Context: an optimization exercise on an open-source flow, tuned for a short achievable clock period and few clock cycles. The choices shown serve that exercise and are no tape-out recipe. The RTL was checked by simulation tests, not by an equivalence proof against the original design. Power and IR drop assume default switching activity.

==> flow/run.sh <==
#!/bin/bash
# synth_recipe.tcl (not shown) runs the flow's synth.tcl, then flattens the netlist and writes it again
# the make line also repeats each setting of config.mk as NAME=value (left out here)
make -C /OpenROAD-flow-scripts/flow DESIGN_CONFIG=/design/flow/config.mk WORK_HOME=/design/flow/orfs CLKGATE_MAP_FILE= SYNTH_SCRIPT=/design/flow/synth_recipe.tcl finish
==> flow/config.mk <==
export PLATFORM = sky130hd
export DESIGN_NAME = cs6461_core
export DESIGN_NICKNAME = cs6461_core
export VERILOG_FILES = /design/flow/design.v
export SDC_FILE = /design/flow/constraint.sdc
export NUM_CORES = 4
export LEC_CHECK = 0
export CAP_MARGIN = 20
export CORE_MARGIN = 2
export CORE_UTILIZATION = 40
export SETUP_SLACK_MARGIN = 5
export SLEW_MARGIN = 20
==> flow/constraint.sdc <==
create_clock -name core_clock -period 12.0 [get_ports {clk}]
set_input_delay 2.4000 -clock core_clock [delete_from_list [all_inputs] [get_ports {clk}]]
set_output_delay 2.4000 -clock core_clock [all_outputs]
set_load 0.01 [all_outputs]
==> flow/design.v <==
module cs6461_core (
    input  wire        clk,
    input  wire        rst,           
    input  wire        start,         
    output reg         mem_en,
    output reg         mem_we,
    output reg  [10:0] mem_addr,
    output reg  [15:0] mem_wdata,
    input  wire [15:0] mem_rdata,
    output wire        in_ready,
    input  wire        in_valid,
    input  wire [15:0] in_data,
    output reg         out_valid,
    output reg  [15:0] out_base,
    output reg  [15:0] out_count,
    output wire        halted,
    output reg  [2:0]  fault_code,
    output wire [11:0] pc,
    output wire [15:0] gpr0,
    output wire [15:0] gpr1,
    output wire [15:0] gpr2,
    output wire [15:0] gpr3,
    output wire [15:0] ixr1,
    output wire [15:0] ixr2,
    output wire [15:0] ixr3,
    output wire [15:0] fr0,
    output wire [15:0] fr1,
    output wire [3:0]  cc,            
    output wire        carry,
    output reg  [15:0] bp_predictions,
    output reg  [15:0] bp_correct
);
    localparam [5:0] OP_HLT  = 6'o00, OP_LDR  = 6'o01, OP_STR  = 6'o02,
                     OP_LDA  = 6'o03, OP_AMR  = 6'o04, OP_SMR  = 6'o05,
                     OP_AIR  = 6'o06, OP_SIR  = 6'o07, OP_JZ   = 6'o10,
                     OP_JNE  = 6'o11, OP_JCC  = 6'o12, OP_JMA  = 6'o13,
                     OP_JSR  = 6'o14, OP_RFS  = 6'o15, OP_SOB  = 6'o16,
                     OP_JGE  = 6'o17, OP_MLT  = 6'o20, OP_DVD  = 6'o21,
                     OP_TRR  = 6'o22, OP_AND  = 6'o23, OP_ORR  = 6'o24,
                     OP_NOT  = 6'o25, OP_SRC  = 6'o31, OP_RRC  = 6'o32,
                     OP_FADD = 6'o33, OP_FSUB = 6'o34, OP_VADD = 6'o35,
                     OP_VSUB = 6'o36, OP_CNVRT= 6'o37, OP_LDX  = 6'o41,
                     OP_STX  = 6'o42, OP_LDFR = 6'o50, OP_STFR = 6'o51,
                     OP_IN   = 6'o61, OP_OUT  = 6'o62;
    localparam [2:0] F_NONE = 3'd0, F_OOR = 3'd1, F_RESERVED = 3'd2,
                     F_BADREG = 3'd3, F_BADIX = 3'd4, F_DIVZERO = 3'd5,
                     F_REFUSED = 3'd6;
    localparam [4:0] S_HALT = 5'd0,  S_RUN  = 5'd1,  S_IND  = 5'd2,
                     S_MEMOP= 5'd3,  S_FPW  = 5'd4,  S_FPC  = 5'd5,
                     S_MLT2 = 5'd6,  S_DIV  = 5'd7,  S_DIVF = 5'd8,
                     S_VP1  = 5'd9,  S_VP2  = 5'd10, S_VY   = 5'd11,
                     S_VXW  = 5'd12, S_VW   = 5'd13, S_IN   = 5'd14,
                     S_INF  = 5'd15, S_MLT1 = 5'd16, S_FPA  = 5'd17,
                     S_DRAIN= 5'd18, S_INCK = 5'd19, S_DIVP = 5'd20;
    localparam [2:0] W_LDR = 3'd1, W_AMR = 3'd2, W_SMR = 3'd3,
                     W_LDX = 3'd4, W_LDFR = 3'd5;
    reg [4:0]  state;
    reg [15:0] gpr [0:3];
    reg [15:0] ixr [1:3];
    reg [15:0] fr  [0:1];
    reg [3:0]  ccr;
    reg        carry_r;
    reg [11:0] pc_r;            
    reg [1:0]  bht [0:127];
    reg [11:0] fpc;             
    reg        fq_v;            
    reg [10:0] fq_addr;         
    reg [15:0] ir;              
    reg        ir_v;
    reg [10:0] ir_pc;
    reg [15:0] ir2;             
    reg        ir2_v;           
    reg [10:0] ir2_pc;
    reg [15:0] ir3, ir4;
    reg        ir3_v, ir4_v;
    reg [10:0] ir3_pc, ir4_pc;
    reg        smc;             
    reg [2:0]  w_kind;          
    reg [1:0]  w_r;
    reg [1:0]  w2_kind;         
    reg [1:0]  w2_r;
    reg [15:0] w2_data;
    reg [10:0] ea_reg;
    reg [15:0] ma, mb;
    reg [15:0] mll;
    reg signed [16:0] mlh, mhl;
    reg signed [15:0] mhh;
    reg [15:0] dq;              
    reg [15:0] drm;             
    reg [15:0] dd;              
    reg [17:0] dd3;             
    reg        dqneg, drneg;
    reg [2:0]  dcnt;
    reg [16:0] va1, va2;        
    reg [15:0] vrem;            
    reg [15:0] vx, vy;
    reg [10:0] vwaddr;
    reg        vlast;
    reg        vfirst;
    reg        vsub_q;
    reg [2:0]  vfault;
    reg [10:0] in_addr;
    reg [15:0] in_b16, in_n16;
    reg [10:0] in_rem;
    reg        in_first;
    reg [1:0]  in_dest;
    reg [15:0] in_hold;
    reg [10:0] in_hold_addr;
    reg        in_hold_v;
    assign halted   = (state == S_HALT);
    assign in_ready = (state == S_IN);
    assign pc    = pc_r;
    assign gpr0  = gpr[0];
    assign gpr1  = gpr[1];
    assign gpr2  = gpr[2];
    assign gpr3  = gpr[3];
    assign ixr1  = ixr[1];
    assign ixr2  = ixr[2];
    assign ixr3  = ixr[3];
    assign fr0   = fr[0];
    assign fr1   = fr[1];
    assign cc    = ccr;
    assign carry = carry_r;
    wire [5:0]  opc   = ir[15:10];
    wire [1:0]  f_r   = ir[9:8];
    wire [1:0]  f_ix  = ir[7:6];
    wire        f_i   = ir[5];
    wire [4:0]  f_adr = ir[4:0];
    wire [3:0]  f_cnt = ir[3:0];
    wire        f_al  = ir[7];
    wire        f_lr  = ir[6];
    wire [15:0] reg_r  = gpr[f_r];
    wire [15:0] reg_y  = gpr[f_ix];
    wire [15:0] reg_fr = fr[f_r[0]];
    wire [15:0] reg_ix = (f_ix == 2'd1) ? ixr[1] : (f_ix == 2'd2) ? ixr[2] : ixr[3];
    wire op_ldr  = (opc == OP_LDR),  op_str  = (opc == OP_STR),  op_lda  = (opc == OP_LDA);
    wire op_amr  = (opc == OP_AMR),  op_smr  = (opc == OP_SMR),  op_air  = (opc == OP_AIR);
    wire op_sir  = (opc == OP_SIR),  op_jcc  = (opc == OP_JCC),  op_jsr  = (opc == OP_JSR);
    wire op_rfs  = (opc == OP_RFS),  op_sob  = (opc == OP_SOB),  op_mlt  = (opc == OP_MLT);
    wire op_dvd  = (opc == OP_DVD),  op_trr  = (opc == OP_TRR),  op_and  = (opc == OP_AND);
    wire op_orr  = (opc == OP_ORR),  op_not  = (opc == OP_NOT),  op_src  = (opc == OP_SRC);
    wire op_rrc  = (opc == OP_RRC),  op_fadd = (opc == OP_FADD), op_fsub = (opc == OP_FSUB);
    wire op_vadd = (opc == OP_VADD), op_vsub = (opc == OP_VSUB), op_ldx  = (opc == OP_LDX);
    wire op_stx  = (opc == OP_STX),  op_ldfr = (opc == OP_LDFR), op_stfr = (opc == OP_STFR);
    wire op_in   = (opc == OP_IN),   op_out  = (opc == OP_OUT),  op_hlt  = (opc == OP_HLT);
    wire op_cnv  = (opc == OP_CNVRT);
    wire op_br   = (opc[5:3] == 3'o1) && !op_rfs;       
    wire op_fp   = op_fadd || op_fsub;
    wire op_vec  = op_vadd || op_vsub;
    wire op_ld   = op_ldr || op_amr || op_smr || op_ldx || op_ldfr;
    wire op_st   = op_str || op_stx || op_stfr;
    wire uses_ea = op_ld || op_st || op_lda || op_br || op_fp || op_vec;
    wire fr_sel  = op_fp || op_vec || op_ldfr || op_stfr;
    reg  [10:0] ea_pre;
    reg         ea_pre_oor, ea_pre_low;
    wire [16:0] ea_direct = {6'd0, ea_pre};
    wire        ea_badreg = fr_sel && f_r[1];
    wire        ea_badix  = (op_ldx || op_stx) && (f_ix == 2'd0);
    wire        ea_oor    = ea_pre_oor;
    wire        ea_low    = ea_pre_low;
    wire        ea_fault  = ea_badreg || ea_badix || ea_oor || ea_low;
    wire w_gpr = (w_kind == W_LDR) || (w_kind == W_AMR) || (w_kind == W_SMR);
    wire uses_gpr_r = op_str || op_lda || op_air || op_sir ||
                      (opc == OP_JZ) || (opc == OP_JNE) || op_sob || (opc == OP_JGE) ||
                      op_mlt || op_dvd || op_trr || op_and || op_orr || op_not ||
                      op_src || op_rrc || op_in;
    wire uses_gpr_y = op_mlt || op_dvd || op_trr || op_and || op_orr;
    wire haz_gpr = w_gpr && ((uses_gpr_r && f_r == w_r) || (uses_gpr_y && f_ix == w_r) ||
                             ((op_mlt || op_dvd) && (f_r | 2'd1) == w_r) ||
                             (w_r == 2'd3 && (op_jsr || op_rfs || op_in || op_out)) ||
                             (w_r == 2'd0 && (op_rfs || op_out)));
    wire haz_ixr = (w_kind == W_LDX) && (uses_ea || op_stx) && (f_ix == w_r);
    wire haz_fr  = (w_kind == W_LDFR) && op_stfr && (f_r[0] == w_r[0]);
    wire haz_cc  = ((w_kind == W_AMR) || (w_kind == W_SMR)) && op_jcc;
    wire w2_gpr  = (w2_kind != 2'd0);
    wire haz_gpr2 = w2_gpr && ((uses_gpr_r && f_r == w2_r) || (uses_gpr_y && f_ix == w2_r) ||
                               ((op_mlt || op_dvd) && (f_r | 2'd1) == w2_r) ||
                               (w2_r == 2'd3 && (op_jsr || op_rfs || op_in || op_out)) ||
                               (w2_r == 2'd0 && (op_rfs || op_out)) || op_jcc);
    wire hazard  = haz_gpr || haz_gpr2 || haz_ixr || haz_fr || haz_cc;
    wire e_go  = (state == S_RUN) && ir_v && !hazard;
    wire e_mem = (state == S_MEMOP) || (e_go && uses_ea && !ea_fault && !f_i);
    wire [10:0] ea_cur = (state == S_MEMOP) ? ea_reg : ea_direct[10:0];
    wire [11:0] fall_pc;
    wire [15:0] sob_val;
    cs6461_add #(.W(12)) a_fall (.a({1'b0, ir_pc}), .b(12'd0), .ci(1'b1), .s(fall_pc), .co());
    cs6461_add #(.W(16)) a_sob  (.a(reg_r), .b(16'hFFFF), .ci(1'b0), .s(sob_val), .co());
    reg [3:0] g_zero, g_sob;
    integer gi;
    always @(*) begin
        for (gi = 0; gi < 4; gi = gi + 1) begin
            g_zero[gi] = (gpr[gi] == 16'd0);
            g_sob[gi]  = (!gpr[gi][15] && (gpr[gi][14:1] != 14'd0)) ||
                         (gpr[gi] == 16'h8000);    
        end
    end
    wire [3:0] g_neg = {gpr[3][15], gpr[2][15], gpr[1][15], gpr[0][15]};
    reg br_taken;
    always @(*) begin
        case (opc)
            OP_JZ:   br_taken = g_zero[f_r];
            OP_JNE:  br_taken = !g_zero[f_r];
            OP_JCC:  br_taken = ccr[f_r];
            OP_SOB:  br_taken = g_sob[f_r];
            OP_JGE:  br_taken = !g_neg[f_r];
            default: br_taken = 1'b1;    
        endcase
    end
    wire [11:0] br_target = op_rfs ? gpr[3][11:0] : {1'b0, ea_cur};
    wire [1:0]  bht_cur   = bht[ir_pc[6:0]];
    wire        br_ok     = (bht_cur[1] == br_taken) || (br_target == fall_pc);
    wire [1:0]  bht_next  = br_taken ? ((bht_cur == 2'd3) ? 2'd3 : bht_cur + 2'd1)
                                     : ((bht_cur == 2'd0) ? 2'd0 : bht_cur - 2'd1);
    wire rfs_go   = e_go && op_rfs && (gpr[3][15:11] == 5'd0);
    wire br_go    = (e_mem && op_br) || rfs_go;      
    wire redirect = (((state == S_MEMOP) || (e_go && !f_i)) && op_br || (e_go && op_rfs)) && br_taken;
    wire [15:0] air_res, sir_res;
    cs6461_add #(.W(16)) a_air (.a(reg_r), .b({11'd0, f_adr}), .ci(1'b0), .s(air_res), .co());
    cs6461_add #(.W(16)) a_sir (.a(reg_r), .b(~{11'd0, f_adr}), .ci(1'b1), .s(sir_res), .co());
    wire        sir_unf = reg_r[15] && !sir_res[15];
    wire [15:0] w_old   = gpr[w2_r];
    wire [15:0] amr_res, smr_res;
    cs6461_add #(.W(16)) a_amr (.a(w_old), .b(w2_data), .ci(1'b0), .s(amr_res), .co());
    cs6461_add #(.W(16)) a_smr (.a(w_old), .b(~w2_data), .ci(1'b1), .s(smr_res), .co());
    wire        amr_ovf = (w_old[15] == w2_data[15]) && (amr_res[15] != w_old[15]);
    wire        smr_unf = (w_old[15] != w2_data[15]) && (smr_res[15] != w_old[15]);
    wire [15:0]        mll_n = ma[7:0] * mb[7:0];
    wire signed [16:0] mlh_n = $signed({1'b0, ma[7:0]}) * $signed(mb[15:8]);
    wire signed [16:0] mhl_n = $signed(ma[15:8]) * $signed({1'b0, mb[7:0]});
    wire signed [15:0] mhh_n = $signed(ma[15:8]) * $signed(mb[15:8]);
    wire [31:0] mlt_s1, mlt_s2, mlt_prod;
    cs6461_add #(.W(32)) a_ml1 (.a({16'd0, mll}), .b({{7{mlh[16]}}, mlh, 8'd0}), .ci(1'b0), .s(mlt_s1), .co());
    cs6461_add #(.W(32)) a_ml2 (.a({{7{mhl[16]}}, mhl, 8'd0}), .b({mhh, 16'd0}), .ci(1'b0), .s(mlt_s2), .co());
    cs6461_add #(.W(32)) a_ml3 (.a(mlt_s1), .b(mlt_s2), .ci(1'b0), .s(mlt_prod), .co());
    reg [15:0] sh_res;
    reg        sh_c;
    reg [16:0] ring;
    always @(*) begin
        sh_res = reg_r;
        sh_c   = carry_r;
        ring   = {carry_r, reg_r};
        if (op_src) begin
            if (f_lr) begin
                sh_res = reg_r << f_cnt;
                sh_c   = reg_r[4'd0 - f_cnt];
            end else begin
                if (f_al) sh_res = reg_r >> f_cnt;
                else      sh_res = $signed(reg_r) >>> f_cnt;
                sh_c = reg_r[f_cnt - 4'd1];
            end
        end else begin
            if (f_al) begin
                if (f_lr) sh_res = (reg_r << f_cnt) | (reg_r >> (5'd16 - {1'b0, f_cnt}));
                else      sh_res = (reg_r >> f_cnt) | (reg_r << (5'd16 - {1'b0, f_cnt}));
            end else begin
                if (f_lr) ring = ({carry_r, reg_r} << f_cnt) | ({carry_r, reg_r} >> (5'd17 - {1'b0, f_cnt}));
                else      ring = ({carry_r, reg_r} >> f_cnt) | ({carry_r, reg_r} << (5'd17 - {1'b0, f_cnt}));
                sh_res = ring[15:0];
                sh_c   = ring[16];
            end
        end
    end
    wire [15:0] fa = reg_fr;
    wire [15:0] fb = fop;
    wire        fsa = fa[15];
    wire        fsb = fb[15] ^ op_fsub;
    wire [6:0]  fea = fa[14:8];
    wire [6:0]  feb = fb[14:8];
    wire [7:0]  fdab, fdba;
    cs6461_add #(.W(8)) a_fdab (.a({1'b0, fea}), .b(~{1'b0, feb}), .ci(1'b1), .s(fdab), .co());
    cs6461_add #(.W(8)) a_fdba (.a({1'b0, feb}), .b(~{1'b0, fea}), .ci(1'b1), .s(fdba), .co());
    wire        fa_ge = !fdab[7];
    wire [6:0]  fdiff = fa_ge ? fdab[6:0] : fdba[6:0];
    wire [8:0]  fm_sml_in = fa_ge ? {1'b1, fb[7:0]} : {1'b1, fa[7:0]};
    wire [8:0]  fw_big = fa_ge ? {1'b1, fa[7:0]} : {1'b1, fb[7:0]};
    wire [8:0]  fw_sml = (fdiff >= 7'd9) ? 9'd0 : (fm_sml_in >> fdiff[3:0]);
    wire        fw_sbig = fa_ge ? fsa : fsb;
    wire        fw_ssml = fa_ge ? fsb : fsa;
    wire [6:0]  fw_e    = fa_ge ? fea : feb;
    wire        fw_zero = (fa[14:0] == 15'd0) || (fb[14:0] == 15'd0);
    reg  [15:0] fop;
    reg  [8:0]  fp_big, fp_sml;
    reg         fp_sbig, fp_ssml, fp_zero;
    reg  [6:0]  fp_e;
    wire [9:0]  f_add, f_d1, f_d2;
    cs6461_add #(.W(10)) a_fadd (.a({1'b0, fp_big}), .b({1'b0, fp_sml}), .ci(1'b0), .s(f_add), .co());
    cs6461_add #(.W(10)) a_fd1  (.a({1'b0, fp_big}), .b(~{1'b0, fp_sml}), .ci(1'b1), .s(f_d1), .co());
    cs6461_add #(.W(10)) a_fd2  (.a({1'b0, fp_sml}), .b(~{1'b0, fp_big}), .ci(1'b1), .s(f_d2), .co());
    wire        f_same = (fp_sbig == fp_ssml);
    wire [9:0]  fmag   = f_same ? f_add : (f_d1[9] ? f_d2 : f_d1);
    wire        fs_res = f_same ? fp_sbig : (f_d1[9] ? fp_ssml : fp_sbig);
    reg [3:0] f_lz;
    integer k;
    always @(*) begin
        f_lz = 4'd9;
        for (k = 0; k < 9; k = k + 1)
            if (fmag[k]) f_lz = 4'd8 - k[3:0];
    end
    reg [8:0]  fm_n;
    reg [8:0]  fe_n;
    always @(*) begin
        if (fmag[9]) begin
            fm_n = fmag[9:1];
            fe_n = {2'b00, fp_e} + 9'd1;
        end else begin
            fm_n = fmag[8:0] << f_lz;
            fe_n = {2'b00, fp_e} - {5'd0, f_lz};
        end
    end
    wire fp_refuse = fp_zero || (fmag == 10'd0) ||
                     fe_n[8] || fe_n[7] || ((fe_n[6:0] == 7'd0) && (fm_n[7:0] == 8'd0));
    wire [15:0] fp_res = {fs_res, fe_n[6:0], fm_n[7:0]};
    wire [17:0] dr4  = {drm, dq[15:14]};
    wire [17:0] dsub1, dsub2, dsub3;
    cs6461_add #(.W(18)) a_ds1 (.a(dr4), .b(~{2'b00, dd}), .ci(1'b1), .s(dsub1), .co());
    cs6461_add #(.W(18)) a_ds2 (.a(dr4), .b(~{1'b0, dd, 1'b0}), .ci(1'b1), .s(dsub2), .co());
    cs6461_add #(.W(18)) a_ds3 (.a(dr4), .b(~dd3), .ci(1'b1), .s(dsub3), .co());
    wire [1:0]  ddig = !dsub3[17] ? 2'd3 : !dsub2[17] ? 2'd2 : !dsub1[17] ? 2'd1 : 2'd0;
    wire [17:0] drn  = !dsub3[17] ? dsub3 : !dsub2[17] ? dsub2 : !dsub1[17] ? dsub1 : dr4;
    wire [15:0] dva_n, dvb_n, dq_n, drm_n;
    wire [17:0] dd3_n;
    cs6461_add #(.W(16)) a_dva (.a(~reg_r), .b(16'd0), .ci(1'b1), .s(dva_n), .co());
    cs6461_add #(.W(16)) a_dvb (.a(~reg_y), .b(16'd0), .ci(1'b1), .s(dvb_n), .co());
    wire [15:0] dva  = reg_r[15] ? dva_n : reg_r;
    wire [15:0] dvb  = reg_y[15] ? dvb_n : reg_y;
    cs6461_add #(.W(18)) a_dd3 (.a({2'b00, dd}), .b({1'b0, dd, 1'b0}), .ci(1'b0), .s(dd3_n), .co());
    cs6461_add #(.W(16)) a_dqn (.a(~dq), .b(16'd0), .ci(1'b1), .s(dq_n), .co());
    cs6461_add #(.W(16)) a_drn (.a(~drm), .b(16'd0), .ci(1'b1), .s(drm_n), .co());
    wire [15:0] in_n_dec = ($signed(gpr[3]) <= 0) ? 16'd20 : gpr[3];
    wire [16:0] in_last;
    cs6461_add #(.W(17)) a_inl (.a({1'b0, in_b16}), .b({1'b0, in_n16} + 17'h1FFFF), .ci(1'b0), .s(in_last), .co());
    wire [15:0] vres;
    cs6461_add #(.W(16)) a_vres (.a(vx), .b(vy), .ci(vsub_q), .s(vres), .co());
    reg        e_port;          
    reg        e_we;
    reg [10:0] e_addr;
    reg [15:0] e_wdata;
    always @(*) begin
        e_port  = 1'b0;
        e_we    = 1'b0;
        e_addr  = ea_cur;
        e_wdata = reg_r;
        case (state)
            S_RUN, S_MEMOP: begin
                if ((state == S_MEMOP) || (ir_v && uses_ea && !hazard)) begin
                    if (state == S_RUN && f_i) begin
                        e_port = 1'b1;               
                    end else if (op_ld || op_fp || op_vec) begin
                        e_port = 1'b1;
                    end else if (op_st) begin
                        e_port = 1'b1;
                        e_we   = (state == S_MEMOP) || !ea_fault;
                    end
                end
                if (op_stx)  e_wdata = reg_ix;
                if (op_stfr) e_wdata = reg_fr;
            end
            S_VP1: begin
                e_port = 1'b1;
                e_addr = ea_reg + 11'd1;
            end
            S_VP2: begin
                e_port = 1'b1;
                e_addr = va1[10:0];
            end
            S_VY: begin
                e_port = 1'b1;
                e_addr = va2[10:0];
            end
            S_VXW: begin
                e_port = !vlast;
                e_addr = va1[10:0];
            end
            S_VW: begin
                e_port  = 1'b1;
                e_we    = 1'b1;
                e_addr  = vwaddr;
                e_wdata = vres;
            end
            S_IN, S_INF: begin
                e_port  = in_hold_v;
                e_we    = 1'b1;
                e_addr  = in_hold_addr;
                e_wdata = in_hold;
            end
            default: ;
        endcase
    end
    wire smc_hit = e_port && e_we &&
                   ((ir2_v && ir2_pc == e_addr) || (ir3_v && ir3_pc == e_addr) ||
                    (ir4_v && ir4_pc == e_addr) || (fq_v && fq_addr == e_addr));
    reg complete;
    always @(*) begin
        complete = 1'b0;
        case (state)
            S_RUN: if (e_go) begin
                if (uses_ea) complete = !f_i && !op_fp && !op_vec;
                else complete = !op_mlt && !op_dvd && !op_in;
            end
            S_MEMOP: complete = !op_fp && !op_vec;
            S_FPC:   complete = 1'b1;
            S_MLT2:  complete = 1'b1;
            S_DIVF:  complete = 1'b1;
            S_VP2:   complete = (reg_fr == 16'd0);
            S_VW:    complete = vlast;
            S_INF:   complete = 1'b1;
            default: ;
        endcase
    end
    wire refetch = complete && (smc || smc_hit);
    wire [4:0] halt_st = ((w_kind == W_AMR) || (w_kind == W_SMR)) ? S_DRAIN : S_HALT;
    wire fetch_fault = (state == S_RUN) && !ir_v && !ir2_v && !fq_v && fpc[11];
    wire       q_flush = redirect || refetch;
    wire [11:0] tgt_p1, fpc_p1;
    cs6461_add #(.W(12)) a_tgt (.a(br_target), .b(12'd0), .ci(1'b1), .s(tgt_p1), .co());
    cs6461_add #(.W(12)) a_fpc (.a(fpc), .b(12'd0), .ci(1'b1), .s(fpc_p1), .co());
    wire [15:0] bpp_p1, bpc_p1;
    cs6461_add #(.W(16)) a_bpp (.a(bp_predictions), .b(16'd0), .ci(1'b1), .s(bpp_p1), .co());
    cs6461_add #(.W(16)) a_bpc (.a(bp_correct), .b(16'd0), .ci(1'b1), .s(bpc_p1), .co());
    wire [16:0] va1_p1, va2_p1;
    wire [15:0] vrem_m1;
    cs6461_add #(.W(17)) a_va1 (.a(va1), .b(17'd0), .ci(1'b1), .s(va1_p1), .co());
    cs6461_add #(.W(17)) a_va2 (.a(va2), .b(17'd0), .ci(1'b1), .s(va2_p1), .co());
    cs6461_add #(.W(16)) a_vrm (.a(vrem), .b(16'hFFFF), .ci(1'b0), .s(vrem_m1), .co());
    wire [10:0] ina_p1, inr_m1;
    cs6461_add #(.W(11)) a_ina (.a(in_addr), .b(11'd0), .ci(1'b1), .s(ina_p1), .co());
    cs6461_add #(.W(11)) a_inr (.a(in_rem), .b(11'h7FF), .ci(1'b0), .s(inr_m1), .co());
    wire       q_a     = ir_v && !complete;
    wire       q_two   = (ir4_v && (q_a || fq_v)) || (ir3_v && q_a && fq_v);
    wire       f_go    = !halted && (state != S_DRAIN) && !e_port && !q_flush && !fpc[11] && !q_two;
    wire        take_next = complete || !ir_v;
    wire        w_ldx  = (w_kind == W_LDX);
    wire [15:0] ixf1   = (w_ldx && w_r == 2'd1) ? mem_rdata : ixr[1];
    wire [15:0] ixf2   = (w_ldx && w_r == 2'd2) ? mem_rdata : ixr[2];
    wire [15:0] ixf3   = (w_ldx && w_r == 2'd3) ? mem_rdata : ixr[3];
    wire [15:0] x_ir   = (ir[7:6] == 2'd0) ? 16'd0 : (ir[7:6] == 2'd1) ? ixf1 :
                         (ir[7:6] == 2'd2) ? ixf2 : ixf3;
    wire [15:0] x_ir2  = (ir2[7:6] == 2'd0) ? 16'd0 : (ir2[7:6] == 2'd1) ? ixf1 :
                         (ir2[7:6] == 2'd2) ? ixf2 : ixf3;
    wire [15:0] x_rd   = (mem_rdata[7:6] == 2'd0) ? 16'd0 : (mem_rdata[7:6] == 2'd1) ? ixr[1] :
                         (mem_rdata[7:6] == 2'd2) ? ixr[2] : ixr[3];
    wire [16:0] ea_c0, ea_c1, ea_c2;
    cs6461_add #(.W(16)) a_ea0 (.a(x_ir),  .b({11'd0, ir[4:0]}),        .ci(1'b0), .s(ea_c0[15:0]), .co(ea_c0[16]));
    cs6461_add #(.W(16)) a_ea1 (.a(x_ir2), .b({11'd0, ir2[4:0]}),       .ci(1'b0), .s(ea_c1[15:0]), .co(ea_c1[16]));
    cs6461_add #(.W(16)) a_ea2 (.a(x_rd),  .b({11'd0, mem_rdata[4:0]}), .ci(1'b0), .s(ea_c2[15:0]), .co(ea_c2[16]));
    wire [3:0]  f_z11 = {ixf3[15:11] == 5'd0, ixf2[15:11] == 5'd0, ixf1[15:11] == 5'd0, 1'b1};
    wire [3:0]  f_z3  = {ixf3[15:3] == 13'd0, ixf2[15:3] == 13'd0, ixf1[15:3] == 13'd0, 1'b1};
    wire [3:0]  f_o6  = {ixf3[10:5] == 6'h3F, ixf2[10:5] == 6'h3F, ixf1[10:5] == 6'h3F, 1'b0};
    wire [3:0]  r_z11 = {ixr[3][15:11] == 5'd0, ixr[2][15:11] == 5'd0, ixr[1][15:11] == 5'd0, 1'b1};
    wire [3:0]  r_z3  = {ixr[3][15:3] == 13'd0, ixr[2][15:3] == 13'd0, ixr[1][15:3] == 13'd0, 1'b1};
    wire [3:0]  r_o6  = {ixr[3][10:5] == 6'h3F, ixr[2][10:5] == 6'h3F, ixr[1][10:5] == 6'h3F, 1'b0};
    wire [5:0]  l0 = {1'b0, x_ir[4:0]}  + {1'b0, ir[4:0]};
    wire [5:0]  l1 = {1'b0, x_ir2[4:0]} + {1'b0, ir2[4:0]};
    wire [5:0]  l2 = {1'b0, x_rd[4:0]}  + {1'b0, mem_rdata[4:0]};
    wire        c0_oor = !f_z11[ir[7:6]] || (f_o6[ir[7:6]] && l0[5]);
    wire        c1_oor = !f_z11[ir2[7:6]] || (f_o6[ir2[7:6]] && l1[5]);
    wire        c2_oor = !r_z11[mem_rdata[7:6]] || (r_o6[mem_rdata[7:6]] && l2[5]);
    wire        c0_low = f_z3[ir[7:6]] && (l0 <= 6'd5);
    wire        c1_low = f_z3[ir2[7:6]] && (l1 <= 6'd5);
    wire        c2_low = r_z3[mem_rdata[7:6]] && (l2 <= 6'd5);
    always @(*) begin
        mem_en    = 1'b0;
        mem_we    = 1'b0;
        mem_addr  = fpc[10:0];
        mem_wdata = e_wdata;
        if (!halted) begin
            if (e_port) begin
                mem_en   = 1'b1;
                mem_we   = e_we;
                mem_addr = e_addr;
            end else if (redirect) begin
                mem_en   = 1'b1;
                mem_addr = br_target[10:0];
            end else if (f_go) begin
                mem_en   = 1'b1;
            end
        end
    end
    integer i;
    always @(posedge clk) begin
        out_valid <= 1'b0;
        if (rst) begin
            state          <= S_HALT;
            for (i = 0; i < 4; i = i + 1) gpr[i] <= 16'd0;
            for (i = 1; i < 4; i = i + 1) ixr[i] <= 16'd0;
            fr[0]          <= 16'd0;
            fr[1]          <= 16'd0;
            ccr            <= 4'd0;
            carry_r        <= 1'b0;
            pc_r           <= 12'd0;
            for (i = 0; i < 128; i = i + 1) bht[i] <= 2'd1;
            bp_predictions <= 16'd0;
            bp_correct     <= 16'd0;
            fault_code     <= F_NONE;
            fq_v           <= 1'b0;
            ir_v           <= 1'b0;
            ir2_v          <= 1'b0;
            ir3_v          <= 1'b0;
            ir4_v          <= 1'b0;
            smc            <= 1'b0;
            w_kind         <= 3'd0;
            w2_kind        <= 2'd0;
            in_hold_v      <= 1'b0;
        end else if (state == S_HALT) begin
            if (start) begin
                fault_code <= F_NONE;
                state      <= S_RUN;
                fpc        <= pc_r;
                fq_v       <= 1'b0;
                ir_v       <= 1'b0;
                ir2_v      <= 1'b0;
                ir3_v      <= 1'b0;
                ir4_v      <= 1'b0;
                smc        <= 1'b0;
                w_kind     <= 3'd0;
                w2_kind    <= 2'd0;
            end
        end else begin
            if (!take_next) begin
                ea_pre     <= ea_c0[10:0];
                ea_pre_oor <= c0_oor;
                ea_pre_low <= c0_low;
            end else if (ir2_v) begin
                ea_pre     <= ea_c1[10:0];
                ea_pre_oor <= c1_oor;
                ea_pre_low <= c1_low;
            end else begin
                ea_pre     <= ea_c2[10:0];
                ea_pre_oor <= c2_oor;
                ea_pre_low <= c2_low;
            end
            w_kind  <= 3'd0;
            w2_kind <= 2'd0;
            case (w2_kind)
                2'd1: begin
                    gpr[w2_r] <= amr_res;
                    if (amr_ovf) ccr[0] <= 1'b1;
                end
                2'd2: begin
                    gpr[w2_r] <= smr_res;
                    if (smr_unf) ccr[1] <= 1'b1;
                end
                default: ;
            endcase
            case (w_kind)
                W_LDR:  gpr[w_r] <= mem_rdata;
                W_AMR, W_SMR: begin
                    w2_kind <= (w_kind == W_AMR) ? 2'd1 : 2'd2;
                    w2_r    <= w_r;
                    w2_data <= mem_rdata;
                end
                W_LDX:  ixr[w_r] <= mem_rdata;
                W_LDFR: fr[w_r[0]] <= mem_rdata;
                default: ;
            endcase
            if (q_flush) begin
                ir_v  <= 1'b0;
                ir2_v <= 1'b0;
                ir3_v <= 1'b0;
                ir4_v <= 1'b0;
                smc   <= 1'b0;
            end else begin
                if (complete) begin
                    smc <= 1'b0;
                    if (ir2_v) begin
                        ir    <= ir2;
                        ir_pc <= ir2_pc;
                        ir_v  <= 1'b1;
                        if (ir3_v) begin
                            ir2    <= ir3;
                            ir2_pc <= ir3_pc;
                        end else begin
                            ir2    <= mem_rdata;
                            ir2_pc <= fq_addr;
                        end
                        ir2_v <= ir3_v || fq_v;
                        if (ir4_v) begin
                            ir3    <= ir4;
                            ir3_pc <= ir4_pc;
                        end else begin
                            ir3    <= mem_rdata;
                            ir3_pc <= fq_addr;
                        end
                        ir3_v <= ir4_v || (ir3_v && fq_v);
                        ir4    <= mem_rdata;
                        ir4_pc <= fq_addr;
                        ir4_v  <= ir4_v && fq_v;
                    end else begin
                        ir    <= mem_rdata;
                        ir_pc <= fq_addr;
                        ir_v  <= fq_v;
                    end
                end else begin
                    if (smc_hit) smc <= 1'b1;
                    if (!ir_v) begin
                        ir    <= mem_rdata;
                        ir_pc <= fq_addr;
                        ir_v  <= fq_v;
                    end else if (!ir2_v) begin
                        ir2    <= mem_rdata;
                        ir2_pc <= fq_addr;
                        ir2_v  <= fq_v;
                    end else if (!ir3_v) begin
                        ir3    <= mem_rdata;
                        ir3_pc <= fq_addr;
                        ir3_v  <= fq_v;
                    end else if (!ir4_v) begin
                        ir4    <= mem_rdata;
                        ir4_pc <= fq_addr;
                        ir4_v  <= fq_v;
                    end
                end
            end
            if (redirect) begin
                fq_v    <= 1'b1;
                fq_addr <= br_target[10:0];
                fpc     <= tgt_p1;
            end else if (refetch) begin
                fq_v    <= 1'b0;
                fpc     <= fall_pc;
            end else if (f_go) begin
                fq_v    <= 1'b1;
                fq_addr <= fpc[10:0];
                fpc     <= fpc_p1;
            end else begin
                fq_v    <= 1'b0;
            end
            if (fetch_fault) begin
                fault_code <= F_OOR;
                pc_r       <= 12'd2048;
                state      <= halt_st;
            end
            if (br_go) begin
                bp_predictions <= bpp_p1;
                if (br_ok) bp_correct <= bpc_p1;
                bht[ir_pc[6:0]] <= bht_next;
                if (op_jsr) gpr[3] <= {4'd0, fall_pc};
                if (op_sob) gpr[f_r] <= sob_val;
                if (op_rfs) gpr[0] <= {11'd0, f_adr};
            end
            case (state)
            S_RUN: if (e_go) begin
                if (uses_ea) begin
                    if (ea_badreg) begin
                        fault_code <= F_BADREG;
                        pc_r       <= fall_pc;
                        state      <= halt_st;
                    end else if (ea_badix) begin
                        fault_code <= F_BADIX;
                        pc_r       <= fall_pc;
                        state      <= halt_st;
                    end else if (ea_oor) begin
                        fault_code <= F_OOR;
                        pc_r       <= fall_pc;
                        state      <= halt_st;
                    end else if (ea_low) begin
                        fault_code <= F_RESERVED;
                        pc_r       <= fall_pc;
                        state      <= halt_st;
                    end else begin
                        ea_reg <= ea_direct[10:0];
                        if (f_i) state <= S_IND;
                    end
                end else begin
                    case (opc)
                    OP_HLT: begin
                        pc_r  <= fall_pc;
                        state <= halt_st;
                    end
                    OP_AIR: if (f_adr != 5'd0) gpr[f_r] <= air_res;
                    OP_SIR: if (f_adr != 5'd0) begin
                        gpr[f_r] <= sir_res;
                        if (sir_unf) ccr[1] <= 1'b1;
                    end
                    OP_RFS: if (gpr[3][15:11] != 5'd0) begin
                        fault_code <= F_OOR;
                        pc_r       <= fall_pc;
                        state      <= halt_st;
                    end
                    OP_MLT: begin
                        if (f_r[0] || f_ix[0]) begin
                            fault_code <= F_BADREG;
                            pc_r       <= fall_pc;
                            state      <= halt_st;
                        end else begin
                            ma    <= reg_r;
                            mb    <= reg_y;
                            state <= S_MLT1;
                        end
                    end
                    OP_DVD: begin
                        if (f_r[0] || f_ix[0]) begin
                            fault_code <= F_BADREG;
                            pc_r       <= fall_pc;
                            state      <= halt_st;
                        end else if (reg_y == 16'd0) begin
                            ccr[2]     <= 1'b1;
                            fault_code <= F_DIVZERO;
                            pc_r       <= fall_pc;
                            state      <= halt_st;
                        end else begin
                            dq    <= dva;
                            dd    <= dvb;
                            drm   <= 16'd0;
                            dqneg <= reg_r[15] ^ reg_y[15];
                            drneg <= reg_r[15];
                            state <= S_DIVP;
                        end
                    end
                    OP_TRR: if (reg_r == reg_y) ccr[3] <= 1'b1;
                    OP_AND: gpr[f_r] <= reg_r & reg_y;
                    OP_ORR: gpr[f_r] <= reg_r | reg_y;
                    OP_NOT: gpr[f_r] <= ~reg_r;
                    OP_SRC: if (f_cnt != 4'd0) begin
                        gpr[f_r] <= sh_res;
                        carry_r  <= sh_c;
                        ccr[3]   <= (sh_res == 16'd0);
                    end
                    OP_RRC: if (f_cnt != 4'd0) begin
                        gpr[f_r] <= sh_res;
                        carry_r  <= sh_c;
                    end
                    OP_CNVRT: begin
                        fault_code <= F_REFUSED;
                        pc_r       <= fall_pc;
                        state      <= halt_st;
                    end
                    OP_IN: begin
                        if (f_adr != 5'd0) begin
                            fault_code <= F_REFUSED;
                            pc_r       <= fall_pc;
                            state      <= halt_st;
                        end else begin
                            in_b16    <= reg_r;
                            in_n16    <= in_n_dec;
                            in_first  <= 1'b1;
                            in_dest   <= f_r;
                            in_hold_v <= 1'b0;
                            state     <= S_INCK;
                        end
                    end
                    OP_OUT: begin
                        if (f_adr != 5'd1) begin
                            fault_code <= F_REFUSED;
                            pc_r       <= fall_pc;
                            state      <= halt_st;
                        end else begin
                            out_valid <= 1'b1;
                            out_base  <= gpr[0];
                            out_count <= gpr[3];
                        end
                    end
                    default: ;    
                    endcase
                end
            end
            S_IND: begin
                if (mem_rdata[10:0] <= 11'd5) begin
                    fault_code <= F_RESERVED;
                    pc_r       <= fall_pc;
                    state      <= halt_st;
                end else begin
                    ea_reg <= mem_rdata[10:0];
                    state  <= S_MEMOP;
                end
            end
            S_MEMOP: state <= S_RUN;
            S_FPW: begin
                fop   <= mem_rdata;
                state <= S_FPA;
            end
            S_FPA: begin
                fp_big  <= fw_big;
                fp_sml  <= fw_sml;
                fp_sbig <= fw_sbig;
                fp_ssml <= fw_ssml;
                fp_e    <= fw_e;
                fp_zero <= fw_zero;
                state   <= S_FPC;
            end
            S_FPC: begin
                if (fp_refuse) begin
                    fault_code <= F_REFUSED;
                    pc_r       <= fall_pc;
                    state      <= halt_st;
                end else begin
                    fr[f_r[0]] <= fp_res;
                    state      <= S_RUN;
                end
            end
            S_MLT1: begin
                mll   <= mll_n;
                mlh   <= mlh_n;
                mhl   <= mhl_n;
                mhh   <= mhh_n;
                state <= S_MLT2;
            end
            S_MLT2: begin
                gpr[f_r]        <= mlt_prod[31:16];
                gpr[f_r | 2'd1] <= mlt_prod[15:0];
                state           <= S_RUN;
            end
            S_DIVP: begin
                dd3 <= dd3_n;
                if (dq[15:4] == 12'd0) begin
                    dq   <= {dq[3:0], 12'd0};
                    dcnt <= 3'd6;
                end else if (dq[15:8] == 8'd0) begin
                    dq   <= {dq[7:0], 8'd0};
                    dcnt <= 3'd4;
                end else begin
                    dcnt <= 3'd0;
                end
                state <= S_DIV;
            end
            S_DIV: begin
                drm  <= drn[15:0];
                dq   <= {dq[13:0], ddig};
                dcnt <= dcnt + 3'd1;
                if (dcnt == 3'd7) state <= S_DIVF;
            end
            S_DIVF: begin
                gpr[f_r]        <= dqneg ? dq_n : dq;
                gpr[f_r | 2'd1] <= drneg ? drm_n : drm;
                state           <= S_RUN;
            end
            S_VP1: begin
                va1   <= {6'd0, mem_rdata[10:0]};
                state <= S_VP2;
            end
            S_VP2: begin
                va2  <= {6'd0, mem_rdata[10:0]};
                vrem <= reg_fr;
                vfirst <= 1'b1;
                if (reg_fr == 16'd0) begin
                    state <= S_RUN;
                end else if (va1[10:0] <= 11'd5) begin
                    fault_code <= F_RESERVED;
                    pc_r       <= fall_pc;
                    state      <= halt_st;
                end else begin
                    state <= S_VY;
                end
            end
            S_VY: begin
                if (vfirst) vx <= mem_rdata;
                vfirst <= 1'b0;
                vwaddr <= va1[10:0];
                va1    <= va1_p1;
                vlast  <= (vrem == 16'd1);
                if (va2[16:11] != 6'd0) begin
                    fault_code <= F_OOR;
                    pc_r       <= fall_pc;
                    state      <= halt_st;
                end else if (va2[10:0] <= 11'd5) begin
                    fault_code <= F_RESERVED;
                    pc_r       <= fall_pc;
                    state      <= halt_st;
                end else begin
                    state <= S_VXW;
                end
            end
            S_VXW: begin
                vy     <= vsub_q ? ~mem_rdata : mem_rdata;
                vfault <= 3'd0;
                if (!vlast) begin
                    if (va1[16:11] != 6'd0)     vfault <= F_OOR;
                    else if (va1[10:0] <= 11'd5) vfault <= F_RESERVED;
                end
                state <= S_VW;
            end
            S_VW: begin
                vx   <= mem_rdata;
                va2  <= va2_p1;
                vrem <= vrem_m1;
                if (vlast) begin
                    state <= S_RUN;
                end else if (vfault != 3'd0) begin
                    fault_code <= vfault;
                    pc_r       <= fall_pc;
                    state      <= halt_st;
                end else begin
                    state <= S_VY;
                end
            end
            S_IN: begin
                in_hold_v <= 1'b0;
                if (in_valid) begin
                    in_hold      <= in_data;
                    in_hold_addr <= in_addr;
                    in_hold_v    <= 1'b1;
                    in_addr      <= ina_p1;
                    in_rem       <= inr_m1;
                    in_first     <= 1'b0;
                    if (in_first) gpr[in_dest] <= in_data;
                    if (in_rem == 11'd1) state <= S_INF;
                end
            end
            S_DRAIN: state <= S_HALT;
            S_INCK: begin
                if (in_b16 > 16'd2047) begin
                    fault_code <= F_OOR;
                    pc_r       <= fall_pc;
                    state      <= halt_st;
                end else if (in_b16 <= 16'd5) begin
                    fault_code <= F_RESERVED;
                    pc_r       <= fall_pc;
                    state      <= halt_st;
                end else if (in_last > 17'd2047) begin
                    fault_code <= F_OOR;
                    pc_r       <= fall_pc;
                    state      <= halt_st;
                end else begin
                    in_addr <= in_b16[10:0];
                    in_rem  <= in_n16[10:0];
                    state   <= S_IN;
                end
            end
            S_INF: begin
                in_hold_v <= 1'b0;
                state     <= S_RUN;
            end
            default: state <= S_HALT;
            endcase
            if (e_mem) begin
                if (op_ld) begin
                    w_r <= (op_ldx) ? f_ix : f_r;
                    w_kind <= op_ldr ? W_LDR : op_amr ? W_AMR : op_smr ? W_SMR :
                              op_ldx ? W_LDX : W_LDFR;
                end
                if (op_lda) gpr[f_r] <= {5'd0, ea_cur};
                if (op_fp)  state <= S_FPW;
                if (op_vec) begin
                    vsub_q <= op_vsub;
                    ea_reg <= ea_cur;
                    if (ea_cur == 11'd2047) begin
                        fault_code <= F_OOR;
                        pc_r       <= fall_pc;
                        state      <= halt_st;
                    end else begin
                        state <= S_VP1;
                    end
                end
            end
        end
    end
endmodule
module cs6461_add #(parameter W = 16) (
    input  wire [W-1:0] a,
    input  wire [W-1:0] b,
    input  wire         ci,
    output wire [W-1:0] s,
    output wire         co
);
    localparam L = (W <= 2) ? 1 : (W <= 4) ? 2 : (W <= 8) ? 3 : (W <= 16) ? 4 : (W <= 32) ? 5 : 6;
    wire [W-1:0] p0 = a ^ b;
    wire [W-1:0] gg [0:L];
    wire [W-1:0] pp [0:L];
    assign gg[0] = (a & b) | {{(W-1){1'b0}}, p0[0] & ci};
    assign pp[0] = p0;
    genvar l, j;
    generate
        for (l = 0; l < L; l = l + 1) begin : lvl
            for (j = 0; j < W; j = j + 1) begin : bt
                if (j >= (1 << l)) begin : cmb
                    assign gg[l+1][j] = gg[l][j] | (pp[l][j] & gg[l][j - (1 << l)]);
                    assign pp[l+1][j] = pp[l][j] & pp[l][j - (1 << l)];
                end else begin : pas
                    assign gg[l+1][j] = gg[l][j];
                    assign pp[l+1][j] = pp[l][j];
                end
            end
        end
    endgenerate
    wire [W-1:0] cy = {gg[L][W-2:0], ci};
    assign s  = p0 ^ cy;
    assign co = gg[L][W-1];
endmodule
==> run notes <==
- Status: finished clean
- Area grow syn2layout: 15.2%
- Root Driver: clkbuf_16
- Crit-path max FO: 25
- RSZ-0062 raised after global routing: yes
- First-pass iteration count of the detailed router: 13
- FF-to-FF path depth: 18
- Slowest cell on crit path: a222oi_1
- Synth warnings: 9
- Core area: 212000 sq um
- Commonest non-fill, non-tap cell in the layout: edfxtp_1
- Global route total overflow: 0
- Routability congestion estimate: 1.02
- Chip width: 465 um
- Final hold vios: 0
- Die Ht: 465 um
- PortBufs: 295
- Initial antenna violation count: 25
- Drt drc: 0
- Iteration-0 DRC Markers: 10200
- R2R Path Start: ir[1]$_DFFE_PP_
- Slowest stage delay, CP: 540 ps
- WP depth: 15
- Reg2reg setup slack: 5230 ps
- Top cells by area, synth: edfxtp_1, ha_1, mux4_2, fa_1, nand2_1
- Maximum vdd drop: 0.151 mV
- CTS Sinks: 1084
- Final Skew: 53.3 ps
- Boundary pin count: 296
- Max reg flops: 256
- Maximum clock frequency: 143 MHz
- Slew margin rel.: 0.206
- Clock latency on the worst-skew pair: 840 ps
- Max_cap viols: 0
- Largest reg by FF count: bht
- Vias in the first global route: 73600
- Period utilisation layout: 0.584
- Nature of the critical path endpoint: primary output
- Clock Pin Slew Worst Setup and Hold Paths: 70 ps
- Multi-input logic area: 50200 sq um
- CP Launch Type: flop
- EDFF count, synth: 1001
- Die area: 216000 sq um
- Post-Route WL: 378 mm
- Reg2reg end: gpr[3][0]$_DFFE_PP_
- Area leader, netlist: edfxtp_1
- Endpoints failing setup: 0
- Crit path from: state[4]$_SDFFE_PP0P_
- CP arrival: 4610 ps
- First-pass GRT wire length: 535 mm
- Layout cells sized above 1: 0.126
- Max Root-Sink Buffers: 3
- Num CTS Buffers: 132
- Avg Cell Area, Syn: 9.47 sq um
- Syn_nets: 9648
- Fin nets: 9937
- Worst slew pin tran: 1190 ps
- Yosys cell types: 115
- Tmin final: 7010 ps
- Critical path, cell by cell: buf_8 > and3b_2 > and2_4 > a222oi_1 > a31o_2 > xor2_1 > nand4_1 > nor3_1 > nor4_2 > a211oi_2 > o21ai_2 > buf_12 > nand2_2 > o21ai_4 > buf_6
- Starting density of the core: 0.402
- Pins Over Slew Limit: 0
- WL/cell: 31.0 um
- Synthesized flop and latch total: 1084
- Ys async rst share: 0
- Seq/Total Area, Yosys: 0.373
- Post-DP HPWL: 276 mm
- PwrDens: 98.2 nW/um^2
- Synthesized area: 85000 sq um
- CTS tree: done
- Pleak: 0.0363 uW
- Routed via count: 77100
- DR vias/cell: 6.32
- Reg area: 31700 sq um
- Num rows: 169
- Top_reg_cell synth: edfxtp_1
- Place WS: 3060 ps
- H-tree Lvls: 4
- Largest net degree at the start of global routing: 75
- GRT Overall Usage: 0.340
- Most frequent cells in the layout: edfxtp_1, nand2_1, nor2_1
- Setup ws final: 4990 ps
- Worst EP required: 9600 ps
- Detail Route Antenna Nets: 0
- Area share of the largest cell type after synthesis: 0.354
- TNS Setup: 0 ps
- CP delay by family, top: compound AO/OA/AOI/OAI gates
- Setup Crit Path Kind: reg2out
- Fillers: 20000
- Buf/Inv on CP: 3
- Hold WC Path Type: reg2reg
- Biggest regs: bht (256), gpr (64), ixr (48)
- Post-synthesis cell count: 8974
- Worst setup path end: mem_en
[worst register-to-register path, cell delays in order, from the launching register on]
cell and delay (ps):
edfxtp_1 320, buf_4 420, clkinv_1 210, buf_4 280, ha_1 800, buf_4 460, mux2i_1 300, nor2_1 60
a21oi_1 510, mux2_2 360, nand2_1 70, a31oi_1 210, nor3_1 90, a211oi_1 860, o221a_2 360, a211oi_1 70
nor2_1 730, nand2_1 110, a221o_1 330
[cells by family (layout without fill, tap and decap cells)]
group | Yosys count | in the layout | share of synthesized area
compound gates | 2088 | 2088 | 0.158
xor+xnor | 527 | 527 | 0.0547
fa+ha+maj | 640 | 640 | 0.111
buf+inv | 1090 | 1479 | 0.0493
flops | 1084 | 1084 | 0.373
mux | 516 | 516 | 0.0874
other cells | 1 | 11 | 0.0000441
simple gates | 3028 | 3029 | 0.167
[routing by layer]
metal | wire length, um | GRT usage | up-vias
li1 | - | - | 33300
met4 | 22500 | 0.172 | 14
met2 | 156000 | 0.489 | 4957
met5 | 110 | 0 | -
met1 | 154000 | 0.471 | 38000
met3 | 44300 | 0.0860 | 823
[power breakdown]
| part | switching (uW) | internal [uW] | total [uW] |
|---|---|---|---|
| registers | 66.8 | 4170 | 4230 |
| clock network | 1790 | 2200 | 4000 |
| logic | 942 | 439 | 1380 |
[synthesized netlist by cell type (all sizes together) (75+ instances only)]
cell    number
inv        522
edfxtp    1001
nor4       101
xnor2      290
fa         187
xor2       236
and2       222
a211oi      97
o21ai      589
clkbuf     444
nand4       76
nor3       156
o22ai      114
nand2b      75
buf        113
mux2i      208
a31oi       81
nand3      230
nor2b       76
mux4       167
nand2      946
a21oi      495
ha         451
and3        87
mux2       141
dfxtp       83
nor2       881
[per-stage QoR]
stage          instance area (sq um)  hold WS (ps)  power (uW)  std cells   util
2_1_floorplan                  85000           424        4990       8974      -
3_3_place_gp                   91500           475        5590      11800  0.432
3_5_place_dp                   91500           482        5600      11800  0.432
4_1_cts                        97000           495        9590      12100  0.458
5_1_grt                        97900           513        9830      12200  0.462
6_report                       97900           501        9610      12200  0.463
[area by class of cell]
class	count	area share
tap	2821	0.0361
sequential	1084	0.324
timing repair buffer	711	0.0634
multi-input combinational	6801	0.512
clock inverter	63	0.00707
clock buffer	172	0.0361
antenna	10	0.000256
inverter	533	0.0205
[how the worst min path moves through the flow]
stage,start,cells after the start,to,slack (ps)
floorplan,w_r[1]$_DFFE_PP_,0,w2_r[1]$_DFFE_PP_,420
global placement,smc$_SDFFE_PP0P_,2,smc$_SDFFE_PP0P_,470
detailed placement,in_hold_v$_SDFFE_PP0P_,2,in_hold_v$_SDFFE_PP0P_,480
CTS,in_hold_v$_SDFFE_PP0P_,2,in_hold_v$_SDFFE_PP0P_,490
global route,in_addr[10]$_DFFE_PP_,0,in_hold_addr[10]$_DFFE_PP_,510
finish,in_hold_v$_SDFFE_PP0P_,2,in_hold_v$_SDFFE_PP0P_,500
[timing repair]
| item | 4_1_cts | 5_1_grt |
|---|---|---|
| cloned | 2 | 4 |
| resized for setup | 163 | 72 |
| pin swaps | 43 | 45 |
| buffers inserted | 84 | 59 |
| hold buffers | 0 | 0 |
| setup endpoints to repair | 89 | 99 |
| endpoints found under the hold margin | 0 | 0 |
Testbench counts, summed over its fixed seeds: cycles 283,791.

==> re-timing with driven ports <==
How much do the figures lean on ideal ports? The routed layout below was timed once more, with nothing changed but the port constraints.
Step 1 sets driving cells, clkbuf_16 on the clock port and buf_2 on the other inputs (assumed; they add their load-dependent delay and slew).
Step 2 also shifts input and output timing later by t, the mid clock arrival at the registers, as if the neighbouring blocks saw the same clock.
Three values: ideal ports, drivers, drivers and shift; two values: the first two.
shift t [ns]: 0.908
setup WS [ns]: 4.995 / 4.901 / 4.331
worst setup path at the end: input to register
pins driven straight from the clock port: 1
After both steps this run still meets setup and hold. The setup slack of this run moves by -0.094 ns with the drivers and by -0.664 ns with both steps.
